Context: an optimization exercise on an open-source flow, tuned for small area, a short achievable clock period and few clock cycles per item. The choices shown serve that exercise and are no tape-out recipe. Function was checked by simulation only, so behaviour that the tests miss may differ from the original.

## flow/design.v (module list and top-level ports; edited modules follow where they fit)
// module lcg_a: 367 lines
// module lcg_b: 370 lines
// module mul24: 1213 lines
// module csa_fa: 4 lines
// module booth_pp: 3 lines
// module cell_xnor: 3 lines
// module cell_or: 3 lines
// module csa_ha: 4 lines
// module out_stage: 161 lines
module out_stage (
    input  wire        clk,
    input  wire        rst,           
    input  wire        cfg_we,
    input  wire [31:0] cfg_gain,      
    input  wire [1:0]  cfg_bits,      
    input  wire        cfg_rate_ok,   
    input  wire        sreset,
    input  wire        in_valid,
    output wire        in_ready,
    input  wire [31:0] in_data,
    output reg         out_valid,
    output reg  [31:0] out_data
);
  // ...
==> flow/run.sh <==
#!/bin/bash
# synth_recipe.tcl (not shown) runs the flow's synth.tcl, then flattens the netlist and writes it again
# the make line also repeats each setting of config.mk as NAME=value (left out here)
make -C /OpenROAD-flow-scripts/flow DESIGN_CONFIG=/design/flow/config.mk WORK_HOME=/design/flow/orfs CLKGATE_MAP_FILE= SYNTH_SCRIPT=/design/flow/synth_recipe.tcl finish
==> flow/config.mk <==
export PLATFORM = sky130hd
export DESIGN_NAME = out_stage
export DESIGN_NICKNAME = out_stage
export VERILOG_FILES = /design/flow/design.v
export SDC_FILE = /design/flow/constraint.sdc
export NUM_CORES = 4
export LEC_CHECK = 0
export CAP_MARGIN = 20
export CORE_MARGIN = 2
export CORE_UTILIZATION = 40
export PLACE_DENSITY = 0.6
export SETUP_SLACK_MARGIN = 1.5
export SLEW_MARGIN = 20
export SYNTH_HIERARCHICAL = 1
export SYNTH_MINIMUM_KEEP_SIZE = 0
==> flow/constraint.sdc <==
create_clock -name core_clock -period 45.0 [get_ports {clk}]
set_input_delay 9.0000 -clock core_clock [delete_from_list [all_inputs] [get_ports {clk}]]
set_output_delay 9.0000 -clock core_clock [all_outputs]
set_load 0.01 [all_outputs]
==> reports/metrics.csv, run 1 <==
metric,value,unit
outcome,finished clean,
crit_cells,1,
cts_buffers,36,
post-route-cell-area,49600,um^2
nets,5885,
fin_crit,10440,ps
worstSetupPathType,reg2out,
synth_edf_count,0,
die-area,117000,um^2
multi_input_area,38300,um^2
crit_slowest_cell,clkdlybuf4s50_1,
inv_count,232,
n_fill_cell,11000,
grt_pass1_vias,37100,
critical_path_required,36000,ps
r2r_slack,34750,ps
synth_mux_area_share,7.99,%
min-delay-start,v1,
buffers,187,
maxSlewViolCount,0,
regArea,5530,um^2
tns,0,ps
use_met3,3.36,%
synth_compound_area_share,11.3,%
clock_latency,610,ps
Testbench counts, summed over its fixed seeds: cycles 33,024, items 32,768.
==> module out_stage, before the edit <==
module out_stage (
    input  wire        clk,
    input  wire        rst,           
    input  wire        cfg_we,
    input  wire [31:0] cfg_gain,      
    input  wire [1:0]  cfg_bits,      
    input  wire        cfg_rate_ok,   
    input  wire        sreset,
    input  wire        in_valid,
    output wire        in_ready,
    input  wire [31:0] in_data,
    output reg         out_valid,
    output reg  [31:0] out_data
);
    localparam [31:0] SEED_A = 32'd12345;
    localparam [31:0] SEED_B = 32'd67890;
    reg [31:0] og;
    reg [1:0]  obits;
    reg        rate_ok;
    reg [31:0] sa, sb;
    assign in_ready = 1'b1;
    function [4:0] lzc24;
        input [23:0] x;
        integer i;
        begin
            lzc24 = 5'd0;
            for (i = 0; i < 24; i = i + 1)
                if (x[i]) lzc24 = 5'd23 - i[4:0];
        end
    endfunction
    function [4:0] tzc24;
        input [23:0] x;
        integer i;
        begin
            tzc24 = 5'd0;
            for (i = 23; i >= 0; i = i - 1)
                if (x[i]) tzc24 = i[4:0];
        end
    endfunction
    reg        v0;
    reg [31:0] a0;
    always @(posedge clk) begin
        v0 <= in_valid & ~rst;
        a0 <= in_data;
    end
    wire        sg1 = a0[31] ^ og[31];
    wire [7:0]  ea  = a0[30:23];
    wire [7:0]  eb  = og[30:23];
    wire        ha  = |ea;
    wire        hb  = |eb;
    wire [23:0] ma  = {ha, a0[22:0]};
    wire [23:0] mb  = {hb, og[22:0]};
    wire        zf1 = (~ha & ~hb) | (ma == 24'd0) | (mb == 24'd0);
    wire [4:0]  lz  = lzc24(ma) | lzc24(mb);
    wire [5:0]  tzs = {1'b0, tzc24(ma)} + {1'b0, tzc24(mb)} + {1'b0, lz};
    wire [47:0] p1;
    mul24 u_mul (.a(ma), .b(mb), .p(p1));
    wire [47:0] pn1 = p1 << lz;
    wire [9:0]  ex1 = {2'b00, ea} + {9'd0, ~ha} + {2'b00, eb} + {9'd0, ~hb}
                    - 10'd126 - {5'd0, lz};
    reg        v1, sg2, zf2, st23, st22;
    reg [25:0] pw2;
    reg [9:0]  ex2;
    always @(posedge clk) begin
        v1   <= v0 & ~rst;
        sg2  <= sg1;
        zf2  <= zf1;
        pw2  <= pn1[47:22];
        ex2  <= ex1;
        st23 <= (tzs < 6'd23);    
        st22 <= (tzs < 6'd22);    
    end
    wire        top  = pw2[25];
    wire [23:0] mant = top ? pw2[25:2] : pw2[24:1];
    wire        gbit = top ? pw2[1] : pw2[0];
    wire        st   = top ? st23 : st22;
    wire signed [10:0] e1 = $signed({ex2[9], ex2}) - $signed({10'd0, ~top});
    wire        rnd  = gbit & (st | mant[0]);
    wire [24:0] m25  = {1'b0, mant} + {24'd0, rnd};
    wire        rovf = m25[24];
    wire [23:0] mr   = rovf ? 24'h800000 : m25[23:0];
    wire        nz   = ~zf2 & ((e1 > -11'sd23) ||
                               ((e1 == -11'sd23) && ((mant[22:0] != 23'd0) || gbit || st)));
    wire        big  = ~zf2 & ((e1 > 11'sd127) ||
                               ((e1 == 11'sd127) && ((mant[22:0] != 23'd0) || rnd)));
    wire [7:0]  ec   = big ? 8'd127 : (e1[7:0] + {7'd0, rovf});
    wire [23:0] mc   = big ? 24'h800000 : mr;
    wire [4:0]  bm1  = (obits == 2'd0) ? 5'd15 : (obits == 2'd1) ? 5'd19 : 5'd23;
    wire signed [10:0] sr = e1 - 11'sd126 + $signed({6'd0, bm1});
    wire signed [10:0] s  = big ? $signed({6'd0, bm1}) + 11'sd1 : sr + $signed({10'd0, rovf});
    wire        lowr = zf2 | (s < -11'sd23);      
    wire [25:0] dp   = {2'b00, sa[31:8]} - {2'b00, sb[31:8]} + 26'd8388608;
    wire [25:0] f2   = (dp ^ {26{sg2}}) + {1'b0, sg2, 24'd0};
    reg        v2, sg3, lowr3, lrg3, cz3;
    reg [25:0] f;
    reg [23:0] mc3;
    reg [5:0]  r3;
    reg [7:0]  ec3;
    always @(posedge clk) begin
        v2    <= v1 & ~rst;
        sg3   <= sg2;
        lowr3 <= lowr;
        lrg3  <= ~lowr & (s > 11'sd0);
        cz3   <= sg2 & nz;              
        mc3   <= mc;
        r3    <= 6'd24 - s[5:0];        
        ec3   <= ec;
        f     <= f2;
    end
    wire [47:0] wide = {mc3, 24'd0} >> r3;
    wire [23:0] lo   = lowr3 ? 24'd0 : wide[23:0];
    wire [4:0]  n    = lrg3 ? r3[4:0] : (r3[4:0] - 5'd24);    
    wire [23:0] tm   = ~(24'hFFFFFF << n);
    wire        stlo = ~lrg3 & ((mc3 & tm) != 24'd0);
    wire        cin  = lowr3 ? cz3 : (sg3 & stlo);
    wire [26:0] sum  = {3'b000, lo} + {f[25], f} + {26'd0, cin};
    wire [2:0]  t    = sum[26:24];                
    wire        tneg = t[2];
    wire        t1   = (t == 3'd1);
    wire        t2   = (t == 3'd2);
    wire [23:0] mh   = mc3 & ~tm;
    wire [24:0] oh   = {tm, 1'b1} & ~{1'b0, tm};    
    wire [25:0] add  = tneg ? {2'b11, ~tm} : t2 ? {oh, 1'b0} : t1 ? {1'b0, oh} : 26'd0;
    wire [25:0] mq   = {2'b00, mh} + add;
    wire        dup  = mq[24];
    wire        ddn  = ~mq[24] & ~mq[23];
    wire [22:0] qf   = dup ? mq[23:1] : ddn ? {mq[21:0], 1'b0} : mq[22:0];
    wire [7:0]  qe   = ec3 + {7'd0, dup} - {7'd0, ddn};
    wire        kz   = (mq[24:22] == 3'd0);
    wire [31:0] ql   = kz ? 32'd0 : {sg3, qe, qf};
    wire [4:0]  bm3  = (obits == 2'd0) ? 5'd15 : (obits == 2'd1) ? 5'd19 : 5'd23;
    wire [7:0]  es   = 8'd127 - {3'd0, bm3} + {7'd0, t2};
    wire [31:0] qs   = (t == 3'd0) ? 32'd0 : {sg3 ^ tneg, es, 23'd0};
    wire [31:0] q    = lrg3 ? ql : qs;
    wire [31:0] y    = rate_ok ? q : {q[31], 31'd0};
    always @(posedge clk) begin
        out_valid <= v2 & ~rst;
        out_data  <= y;
    end
    wire [31:0] sa_n, sb_n;
    lcg_a u_lcg_a (.x(sa), .y(sa_n));
    lcg_b u_lcg_b (.x(sb), .y(sb_n));
    always @(posedge clk) begin
        if (rst) begin
            og      <= 32'h3FFF64C1;    
            obits   <= 2'd0;            
            rate_ok <= 1'b0;            
        end else if (cfg_we) begin
            og      <= cfg_gain;
            obits   <= cfg_bits;
            rate_ok <= cfg_rate_ok;
        end
        if (rst | sreset) begin
            sa <= SEED_A;
            sb <= SEED_B;
        end else if (v0) begin
            sa <= sa_n;
            sb <= sb_n;
        end
    end
endmodule
==> run 2: changes to the inputs <==
--- a/flow/design.v
+++ b/flow/design.v
@@ -2094,3 +2094,5 @@
     wire [22:0] qf   = dup ? mq[23:1] : ddn ? {mq[21:0], 1'b0} : mq[22:0];
-    wire [7:0]  qe   = ec3 + {7'd0, dup} - {7'd0, ddn};
+    wire [7:0]  ecp  = ec3 + 8'd1;
+    wire [7:0]  ecm  = ec3 - 8'd1;
+    wire [7:0]  qe   = dup ? ecp : ddn ? ecm : ec3;
     wire        kz   = (mq[24:22] == 3'd0);
==> run 2 against run 1 <==
Still clean on timing, DRC and antenna; non-clock buffer count is 1 lower; count of clock-buffer cells in the layout up 3; area after synthesis fell by 0.52%; clock skew shrank 17 ps; critical path depth is the same; first-iteration DRC count fell by 6.1%; cell area fell by 0.60%; critical path type unchanged.
==> reports/metrics.csv, run 2 <==
metric,value,unit,change
outcome,finished clean,,unchanged
ios,106,,unchanged
wl,131,mm,was 134 mm
clock_latency,610,ps,about the same
nets,5874,,was 5885
hold_class,reg2reg,,unchanged
finClkSkew,28.1,ps,was 45.0 ps
wl_met3,8.39,mm,was 8.72 mm
cp_top_family,buffers and inverters,,unchanged
io_buffers,104,,unchanged
synth_common_cells,"923 x fa_1, 867 x nand2_1, 283 x nor2_1, 275 x dfxtp_1, 252 x mux2i_1",,"was 924 x fa_1, 804 x nand2_1, 275 x dfxtp_1, 263 x nor2_1, 243 x mux2i_1"
tns,0,ps,unchanged
ys_warn_count,7,,unchanged
die_x,342,um,about the same
die-area,117000,um^2,about the same
dpl_cell_area,48000,um^2,was 48200 um^2
initial_core_util,40.4,%,was 40.2%
fin_crit,10460,ps,was 10440 ps
n_fill_cell,10800,,was 11000
synth_cells,4698,,was 4709
grt_usage,22.9,%,was 23.1%
final_common_cell,fa_1,,unchanged
ctsHtreeMaxLevel,2,,unchanged
place_congestion,0.930,,was 0.954
cts_setup_buffers,0,,unchanged
multi_input_area,38100,um^2,was 38300 um^2
clk_root_buffer_cell,clkbuf_16,,unchanged
yosysTopAreaCellShare,40.6,%,was 40.4%
setup_slack,34540,ps,was 34560 ps
clock_sinks,275,,unchanged
core.rowCount,123,,was 124
grt_pass1_wl,210,mm,was 212 mm
grt_max_degree,64,,unchanged
yosys.area.top_type,fa_1,,unchanged
wl_met1,55.4,mm,was 56.3 mm
final_core_util,43.7,%,was 43.5%
dr.max_layer_used,met4,,unchanged
crit_slowest_cell,clkdlybuf4s50_1,,unchanged
cts_resized,0,,unchanged
synth_seq_cells,275,,unchanged
crit_chain,clkdlybuf4s50_1,,unchanged
ant_nets,0,,unchanged
route.detailed.drc,0,,unchanged
grt_pass1_vias,36600,,was 37100
synth_edf_count,0,,unchanged
ys_async_sr_fraction,0,%,unchanged
finalCritPeriodShare,23.2,%,about the same
post-route-cell-area,49300,um^2,was 49600 um^2
ys_seq_area_share,12.1,%,was 12.0%
setup_viol,0,,unchanged
maxSlewViolCount,0,,unchanged
regArea,5530,um^2,about the same
num_vias,34800,,was 35300
cts_buffers,38,,was 36
core,113000,um^2,was 114000 um^2
route.met2.wl,63.1,mm,was 65.0 mm
hold_slack,438,ps,was 441 ps
rsz0062_at_grt,no,,unchanged
syn2layout_area_growth,8.23,%,was 8.31%
cts_max_path_buffers,3,,unchanged
worstSetupPathType,reg2out,,unchanged
avgSynthCellArea,9.70,um^2,was 9.73 um^2
slew_headroom,27.7,%,was 27.5%
place_ws,34460,ps,was 34370 ps
cts_tree,done,,unchanged
die_y,342,um,about the same
post_drt_via_cell_ratio,5.62,,was 5.68
synth.cell_area,45600,um^2,was 45800 um^2
max_freq,0.0956,GHz,was 0.0958 GHz
path_max_fanout,1,,unchanged
mostFrequentLayoutCells,"923 x fa_1, 867 x nand2_1, 283 x nor2_1",,"was 924 x fa_1, 803 x nand2_1, 262 x nor2_1"
clkTransAtPathRegs,60,ps,about the same
drtPass1Iterations,5,,was 10
post_drt_wl_per_cell,21.2,um,was 21.7 um
grt_overflow,0,,unchanged
path_buf_inv,1,,unchanged
synth.most_common_cell,fa_1,,unchanged
drive_gt1_share,6.24,%,was 6.25%
synth_top_flop_cell,dfxtp_1,,unchanged
first_iter_violations,2578,,was 2745
hold_buffers,0,,unchanged
synthTopCellsByArea,"fa_1 41%, dfxtp_1 12%, nand2_1 7.1%",,"was fa_1 40%, dfxtp_1 12%, nand2_1 6.6%"
max_stage_delay,530,ps,about the same
setup.worst_path.end_class,output pin,,unchanged
dp_hpwl,97.0,mm,was 98.4 mm
antenna_found_initial,1,,unchanged
worstMarginPinSlew,1080,ps,was 1060 ps
arrival,1460,ps,was 1440 ps
synthDistinctLibCells,91,,was 95
critical_path_required,36000,ps,about the same
startpoint_type,register,,unchanged
hold_viol,0,,unchanged
drv_cap,0,,unchanged
diodes,0,,was 2
-- run 2: worst paths after layout --
kind / startpoint / endpoint / slack, ps / depth (start not counted)
worst max-delay path: out_data[1] / out_data[1] / 34540 / 1
worst min-delay path: v1 / v2 / 440 / 1
worst max register to register: r3[0] / out_data[25] / 35100 / 30
worst min register to register: v1 / v2 / 440 / 1
-- run 2: per-stage QoR --
step	instances
after CTS	6183
after floorplan	4699
after global routing	6183
final	6183
after detailed placement	6116
after global placement	6116
-- run 2: kinds of logic after synthesis --
logic type / count (synthesis) / share of synthesized area (%)
other cells: 4 / 0.0329
xor+xnor: 207 / 3.98
fa+ha+maj: 1147 / 46.7
mux: 348 / 8.50
simple gates: 1510 / 14.2
buf+inv: 497 / 4.37
flops: 275 / 12.1
compound gates: 710 / 10.1
-- run 2: modules after synthesis (local to each module, per instance), excerpt --
module	copies in the design	cells inside	flops+latches	area, um^2
lcg_b	1	46	0	403
lcg_a	1	126	0	856
cell_xnor	23	1	0	8.76
csa_fa	907	1	0	20.0
csa_ha	32	1	0	12.5
out_stage	1	2496	275	20300
-- run 2: layer usage --
metal	GRT usage (%)	vias up
met5	0	-
met4	7.90	0
met3	2.79	267
met2	38.5	1340
met1	30.6	17600
li1	-	15600
-- run 2: cell type report --
cell class | count | share of cell area [%]
Tap cell | 1500 | 3.81
Timing Repair Buffer | 186 | 3.34
Multi-Input combinational cell | 3927 | 77.3
Clock buffer | 46 | 2.11
Sequential cell | 275 | 11.2
Clock inverter | 21 | 0.523
Inverter | 228 | 1.74
Testbench counts of run 2, summed over its fixed seeds: cycles 33,024, items 32,768.
==> run 3: changes to the inputs <==
--- a/flow/design.v
+++ b/flow/design.v
@@ -2052,3 +2052,2 @@
                                ((e1 == 11'sd127) && ((mant[22:0] != 23'd0) || rnd)));
-    wire [7:0]  ec   = big ? 8'd127 : (e1[7:0] + {7'd0, rovf});
     wire [23:0] mc   = big ? 24'h800000 : mr;
@@ -2064,3 +2063,2 @@
     reg [5:0]  r3;
-    reg [7:0]  ec3;
     always @(posedge clk) begin
@@ -2073,3 +2071,2 @@
         r3    <= 6'd24 - s[5:0];        
-        ec3   <= ec;
         f     <= f2;
@@ -2094,4 +2091,6 @@
     wire [22:0] qf   = dup ? mq[23:1] : ddn ? {mq[21:0], 1'b0} : mq[22:0];
-    wire [7:0]  ecp  = ec3 + 8'd1;
-    wire [7:0]  ecm  = ec3 - 8'd1;
+    wire [4:0]  bm3  = (obits == 2'd0) ? 5'd15 : (obits == 2'd1) ? 5'd19 : 5'd23;
+    wire [7:0]  ec3  = 8'd150 - {3'd0, bm3} - {2'd0, r3};
+    wire [7:0]  ecp  = 8'd151 - {3'd0, bm3} - {2'd0, r3};
+    wire [7:0]  ecm  = 8'd149 - {3'd0, bm3} - {2'd0, r3};
     wire [7:0]  qe   = dup ? ecp : ddn ? ecm : ec3;
@@ -2099,3 +2098,2 @@
     wire [31:0] ql   = kz ? 32'd0 : {sg3, qe, qf};
-    wire [4:0]  bm3  = (obits == 2'd0) ? 5'd15 : (obits == 2'd1) ? 5'd19 : 5'd23;
     wire [7:0]  es   = 8'd127 - {3'd0, bm3} + {7'd0, t2};
==> run 3 against run 2 <==
Still clean on timing, DRC and antenna; critical path depth is the same; synthesized cell count grew 0.43%; area after synthesis grew 0.24%; critical endpoint is now out_valid; largest cell class unchanged.
==> reports/metrics.csv, run 3 <==
metric,value,unit,change
yosysTopAreaCellShare,40.5,%,was 40.6%
worstSetupPathType,reg2out,,unchanged
max_stage_delay,530,ps,about the same
finClkSkew,34.3,ps,was 28.1 ps
final_common_cell,fa_1,,unchanged
rsz0062_at_grt,no,,unchanged
cts_tree,done,,unchanged
yosys.area.top_type,fa_1,,unchanged
critical_path_required,36000,ps,about the same
grt_usage,23.3,%,was 22.9%
maxSlewViolCount,0,,unchanged
outcome,finished clean,,unchanged
max_freq,0.0957,GHz,was 0.0956 GHz
synthDistinctLibCells,102,,was 91
slew_headroom,28.1,%,was 27.7%
cts_max_path_buffers,3,,unchanged
worstMarginPinSlew,1080,ps,about the same
core.rowCount,123,,unchanged
cts_resized,0,,unchanged
cp_top_family,buffers and inverters,,unchanged
synth_common_cells,"925 x fa_1, 830 x nand2_1, 294 x nor2_1, 267 x dfxtp_1, 252 x mux2i_1",,"was 923 x fa_1, 867 x nand2_1, 283 x nor2_1, 275 x dfxtp_1, 252 x mux2i_1"
synth_top_family_by_area,adder cells,,unchanged
tns,0,ps,unchanged
hold_slack,438,ps,about the same
synthTopCellsByArea,"fa_1 41%, dfxtp_1 12%, nand2_1 6.8%",,"was fa_1 41%, dfxtp_1 12%, nand2_1 7.1%"
hold_buffers,0,,unchanged
wl,136,mm,was 131 mm
ys_warn_count,7,,unchanged
initial_core_util,40.5,%,was 40.4%
mostFrequentLayoutCells,"925 x fa_1, 830 x nand2_1, 293 x nor2_1",,"was 923 x fa_1, 867 x nand2_1, 283 x nor2_1"
first_iter_violations,3182,,was 2578
arrival,1450,ps,was 1460 ps
synth.cell_area,45700,um^2,was 45600 um^2
die_y,342,um,about the same
post-route-cell-area,49400,um^2,was 49300 um^2
grt_overflow,0,,unchanged
synth_top_flop_cell,dfxtp_1,,unchanged
place_ws,34370,ps,was 34460 ps
drive_gt1_share,6.03,%,was 6.24%
synthAdderAreaFrac,47.0,%,was 46.7%
drtPass1Iterations,6,,was 5
io_buffers,104,,unchanged
route.detailed.drc,0,,unchanged
avgSynthCellArea,9.68,um^2,was 9.70 um^2
clk_root_buffer_cell,clkbuf_16,,unchanged
fin_crit,10450,ps,was 10460 ps
dpl_cell_area,48100,um^2,was 48000 um^2
synth_xor_area_share,3.64,%,was 3.98%
cts_buffers,35,,was 38
clock_latency,620,ps,was 610 ps
setup.worst_path.end_class,output pin,,unchanged
post_drt_via_cell_ratio,5.69,,was 5.62
ant_nets,0,,unchanged
synth_edf_count,0,,unchanged
synth_seq_cells,267,,was 275
grt_max_degree,69,,was 64
crit_slowest_cell,clkdlybuf4s50_1,,unchanged
path_buf_inv,1,,unchanged
cts_setup_buffers,0,,unchanged
crit_chain,clkdlybuf4s50_1,,unchanged
n_fill_cell,10800,,about the same
synth_cells,4718,,was 4698
startpoint_type,register,,unchanged
clock_sinks,267,,was 275
hold_viol,0,,unchanged
ys_seq_area_share,11.7,%,was 12.1%
post_drt_wl_per_cell,21.8,um,was 21.2 um
clkTransAtPathRegs,60,ps,about the same
drv_cap,0,,unchanged
die-area,117000,um^2,about the same
finalCritPeriodShare,23.2,%,about the same
synth_mux_area_share,7.77,%,was 8.50%
syn2layout_area_growth,8.06,%,was 8.23%
setup_viol,0,,unchanged
nets,5916,,was 5874
num_vias,35300,,was 34800
diodes,0,,unchanged
ctsHtreeMaxLevel,2,,unchanged
path_max_fanout,1,,unchanged
grt_pass1_vias,37300,,was 36600
synth.most_common_cell,fa_1,,unchanged
core,113000,um^2,unchanged
place_congestion,0.948,,was 0.930
synth_compound_area_share,11.0,%,was 10.1%
grt_pass1_wl,213,mm,was 210 mm
ios,106,,unchanged
hold_class,reg2reg,,unchanged
synth-simple-area-share,14.3,%,was 14.2%
ys_async_sr_fraction,0,%,unchanged
die_x,342,um,about the same
antenna_found_initial,2,,was 1
setup_slack,34550,ps,was 34540 ps
dp_hpwl,101,mm,was 97.0 mm
==> run 3: cell count changes in the layout (fill, tap and decap cells not counted), sizes merged, moves of 12 or more <==
cell,previous run,this run
a21oi,199,237
o21ai,139,126
nor2b,30,43
nand2,867,831
ha,223,235
buf,84,96
==> run 3: final timing paths <==
check | from | cells after the start | endpoint | slack, ps
worst max-delay path | out_valid | 1 | out_valid | 34550
worst min register to register | v1 | 1 | v2 | 440
worst max register to register | r3[0] | 35 | out_data[28] | 34970
worst min-delay path | v1 | 1 | v2 | 440
==> run 3: cell type report <==
| type | instances | area (um^2) | area share (%) |
|---|---|---|---|
| inverters | 233 | 875 | 1.77 |
| repair buffers | 198 | 1740 | 3.52 |
| flip-flops and latches | 267 | 5360 | 10.9 |
| multi-input cells | 3949 | 38300 | 77.6 |
| well taps | 1500 | 1880 | 3.80 |
| clock buffers | 42 | 932 | 1.89 |
| clock inverters | 20 | 282 | 0.570 |
==> run 3: cell families (layout without fill, tap and decap cells) <==
kind of cell | Yosys count | after routing
adders and majority gates | 1162 | 1162
AOI/OAI and AO/OA | 764 | 764
DFF | 267 | 267
other | 4 | 5
muxes | 328 | 328
buffers and inverters | 503 | 493
xor gates and xnor gates | 190 | 190
and+or+nand+nor | 1500 | 1500
==> run 3: modules after synthesis, one instance, submodules excluded <==
module / copies in the design / cells inside
csa_fa: 907 / 1
cell_xnor: 23 / 1
out_stage: 1 / 2516
lcg_b: 1 / 46
lcg_a: 1 / 126
cell_or: 23 / 1
csa_ha: 32 / 1
mul24: 1 / 1045
==> run 3: through the flow <==
stage                     util, %  cells
final                        43.8   6209
after global routing         43.8   6209
after CTS                    43.7   6209
after detailed placement     42.7   6147
after global placement       42.7   6147
after floorplan                 -   4719
==> run 3: layer usage <==
layer	vias up	track usage [%]	share of wire, %
met2	1513	39.1	48
met4	2	8.53	3.6
li1	15700	-	-
met5	-	0	0.0096
met3	298	3.68	7.3
met1	17800	30.4	41
==> run 3: worst register-to-register path: cells and delay by family (launching register included) <==
| kind | cells | cell delay [ps] |
|---|---|---|
| AO/OA/AOI/OAI | 16 | 3910 |
| AND/OR/NAND/NOR | 14 | 3580 |
| flip-flops | 1 | 310 |
| buffers and inverters | 2 | 920 |
| multiplexers | 1 | 400 |
| adder cells (fa/ha/maj) | 2 | 710 |
Testbench counts of run 3, summed over its fixed seeds: cycles 33,024, items 32,768.
==> run 4: changes to the inputs <==
--- a/flow/config.mk
+++ b/flow/config.mk
@@ -9,3 +9,5 @@
 export CORE_MARGIN = 2
-export CORE_UTILIZATION = 40
+export CORE_UTILIZATION = 35
+export CTS_CLUSTER_DIAMETER = 150
+export CTS_CLUSTER_SIZE = 30
 export PLACE_DENSITY = 0.6
==> run 4 against run 3 <==
Final cell count grew 3.1%; area after synthesis unchanged; sequential share of layout area is 0.13 points higher; cell area fell by 1.1%; die area grew 14%; setup slack lost 48 ps; first-iteration DRC count shrank 5.0%; critical path type unchanged.
==> reports/metrics.csv, run 4 <==
metric,value,unit,change
outcome,finished clean,,unchanged
ys_seq_area_share,11.7,%,unchanged
max_stage_delay,570,ps,was 530 ps
avgSynthCellArea,9.68,um^2,unchanged
maxSlewViolCount,0,,unchanged
grt_usage,20.2,%,was 23.3%
synth.most_common_cell,fa_1,,unchanged
setup_slack,34510,ps,was 34550 ps
cts_setup_buffers,0,,unchanged
place_congestion,0.953,,was 0.948
io_buffers,104,,unchanged
crit_slowest_cell,clkdlybuf4s50_1,,unchanged
final_common_cell,fa_1,,unchanged
core,129000,um^2,was 113000 um^2
hold_viol,0,,unchanged
clock_latency,570,ps,was 620 ps
die-area,133000,um^2,was 117000 um^2
worstMarginPinSlew,1080,ps,about the same
place_ws,34190,ps,was 34370 ps
ant_nets,0,,unchanged
ys_async_sr_fraction,0,%,unchanged
synth_top_family_by_area,adder cells,,unchanged
startpoint_type,register,,unchanged
grt_pass1_vias,37700,,was 37300
drive_gt1_share,5.11,%,was 6.03%
die_x,365,um,was 342 um
rsz0062_at_grt,no,,unchanged
fin_crit,10490,ps,was 10450 ps
synth_common_cells,"925 x fa_1, 830 x nand2_1, 294 x nor2_1, 267 x dfxtp_1, 252 x mux2i_1",,unchanged
path_buf_inv,1,,unchanged
antenna_found_initial,2,,unchanged
cts_tree,done,,unchanged
synthAdderAreaFrac,47.0,%,unchanged
hold_class,reg2reg,,unchanged
synthDistinctLibCells,102,,unchanged
worstSetupPathType,reg2out,,unchanged
mostFrequentLayoutCells,"925 x fa_1, 830 x nand2_1, 293 x nor2_1",,unchanged
cts_buffers,14,,was 35
synth_edf_count,0,,unchanged
route.detailed.drc,0,,unchanged
synth_seq_cells,267,,unchanged
drtPass1Iterations,6,,unchanged
cts_max_path_buffers,3,,unchanged
critical_path_required,36000,ps,about the same
ys_warn_count,7,,unchanged
finalCritPeriodShare,23.3,%,was 23.2%
finClkSkew,23.4,ps,was 34.3 ps
synth_top_flop_cell,dfxtp_1,,unchanged
synth.cell_area,45700,um^2,unchanged
grt_pass1_wl,213,mm,about the same
arrival,1490,ps,was 1450 ps
yosysTopAreaCellShare,40.5,%,unchanged
ios,106,,unchanged
die_y,365,um,was 342 um
core.rowCount,132,,was 123
synth_xor_area_share,3.64,%,unchanged
dp_hpwl,99.1,mm,was 101 mm
nets,5883,,was 5916
crit_chain,clkdlybuf4s50_1,,unchanged
syn2layout_area_growth,6.91,%,was 8.06%
num_vias,35100,,was 35300
tns,0,ps,unchanged
max_freq,0.0953,GHz,was 0.0957 GHz
synth_cells,4718,,unchanged
synth_compound_area_share,11.0,%,unchanged
post_drt_wl_per_cell,20.8,um,was 21.8 um
synthTopCellsByArea,"fa_1 41%, dfxtp_1 12%, nand2_1 6.8%",,unchanged
clk_root_buffer_cell,clkbuf_16,,unchanged
wl,133,mm,was 136 mm
cts_resized,0,,unchanged
yosys.area.top_type,fa_1,,unchanged
clkTransAtPathRegs,100,ps,was 60 ps
drv_cap,0,,unchanged
setup.worst_path.end_class,output pin,,unchanged
grt_overflow,0,,unchanged
first_iter_violations,3022,,was 3182
grt_max_degree,69,,unchanged
path_max_fanout,1,,unchanged
slew_headroom,27.7,%,was 28.1%
clock_sinks,267,,unchanged
cp_top_family,buffers and inverters,,unchanged
initial_core_util,35.3,%,was 40.5%
setup_viol,0,,unchanged
ctsHtreeMaxLevel,1,,was 2
post_drt_via_cell_ratio,5.48,,was 5.69
synth_mux_area_share,7.77,%,unchanged
synth-simple-area-share,14.3,%,unchanged
hold_buffers,0,,unchanged
## run 4: cell counts after synthesis
Identical to the previous run, type by type.
## run 4: logic make-up (layout without fill, tap and decap cells)
kind of cell,count (synthesis),after routing
xor gates and xnor gates,190,190
DFF,267,267
and+or+nand+nor,1500,1500
AOI/OAI and AO/OA,764,764
other,4,6
muxes,328,328
buffers and inverters,503,440
adders and majority gates,1162,1162
## run 4: per-stage QoR
stage	hold WS, ps	cell area [um^2]	util (%)	instances
after floorplan	354	45700	-	4719
after detailed placement	430	48400	37.3	6377
after CTS	454	48800	37.7	6398
final	447	48800	37.7	6399
after global placement	426	48400	37.3	6377
after global routing	475	48800	37.7	6398
## run 4: per-layer routing
layer | share of wire (%) | global-route usage (%)
met1 | 43 | 26.8
met2 | 47 | 33.8
met3 | 6.6 | 2.79
met4 | 3.7 | 6.82
met5 | 0.015 | 0
## run 4: area by class of cell
cell class              instances  area, um^2
repair buffers                186        1650
multi-input cells            3949       38300
diodes                          1        2.50
clock inverters                 5        68.8
flip-flops and latches        267        5370
fillers                     13000       80700
inverters                     233         875
clock buffers                  16         389
well taps                    1742        2180
## run 4: final timing paths
path / cells after the start / start / endpoint / slack, ps
worst min-delay path: 1 / v2 / out_valid / 450
worst max-delay path: 1 / out_data[23] / out_data[23] / 34510
worst max register to register: 35 / r3[0] / out_data[28] / 35040
worst min register to register: 1 / v2 / out_valid / 450
## run 4: per-module statistics from Yosys, one instance, submodules excluded
module,times used,cells inside,cell area [um^2],flip-flops and latches
lcg_b,1,46,403,0
csa_ha,32,1,12.5,0
out_stage,1,2516,20400,267
mul24,1,1045,5090,0
csa_fa,907,1,20.0,0
lcg_a,1,126,856,0
cell_xnor,23,1,8.76,0
cell_or,23,1,6.26,0

==> what the ideal ports hide <==
How much do the figures lean on ideal ports? The routed layouts below were timed once more, with nothing changed but the port constraints.
Step 1 assumes that a clkbuf_16 drives the clock port and a buf_2 every other input.
Step 2 times the ports against the registers' clock, not the clock port: input delays grow and output delays shrink by t, the midpoint of the rising clock arrivals with the driver on.
Three values: ideal ports, drivers, drivers and shift; two values: the first two.
run	t, ns	slack for setup (ns)	worst hold slack (ns)
run 1	0.655	34.564 / 34.498 / 34.394	0.441 / 0.441 / 0.441
run 2	0.664	34.538 / 34.471 / 34.473	0.438 / 0.438 / 0.438
run 3	0.670	34.554 / 34.483 / 34.422	0.438 / 0.438 / 0.438
run 4	0.617	34.506 / 34.437 / 34.228	0.447 / 0.447 / 0.447
After both steps every run listed still meets setup and hold. The setup slack of run 4, which loses most, moves by -0.069 ns with the drivers and by -0.278 ns with both steps.
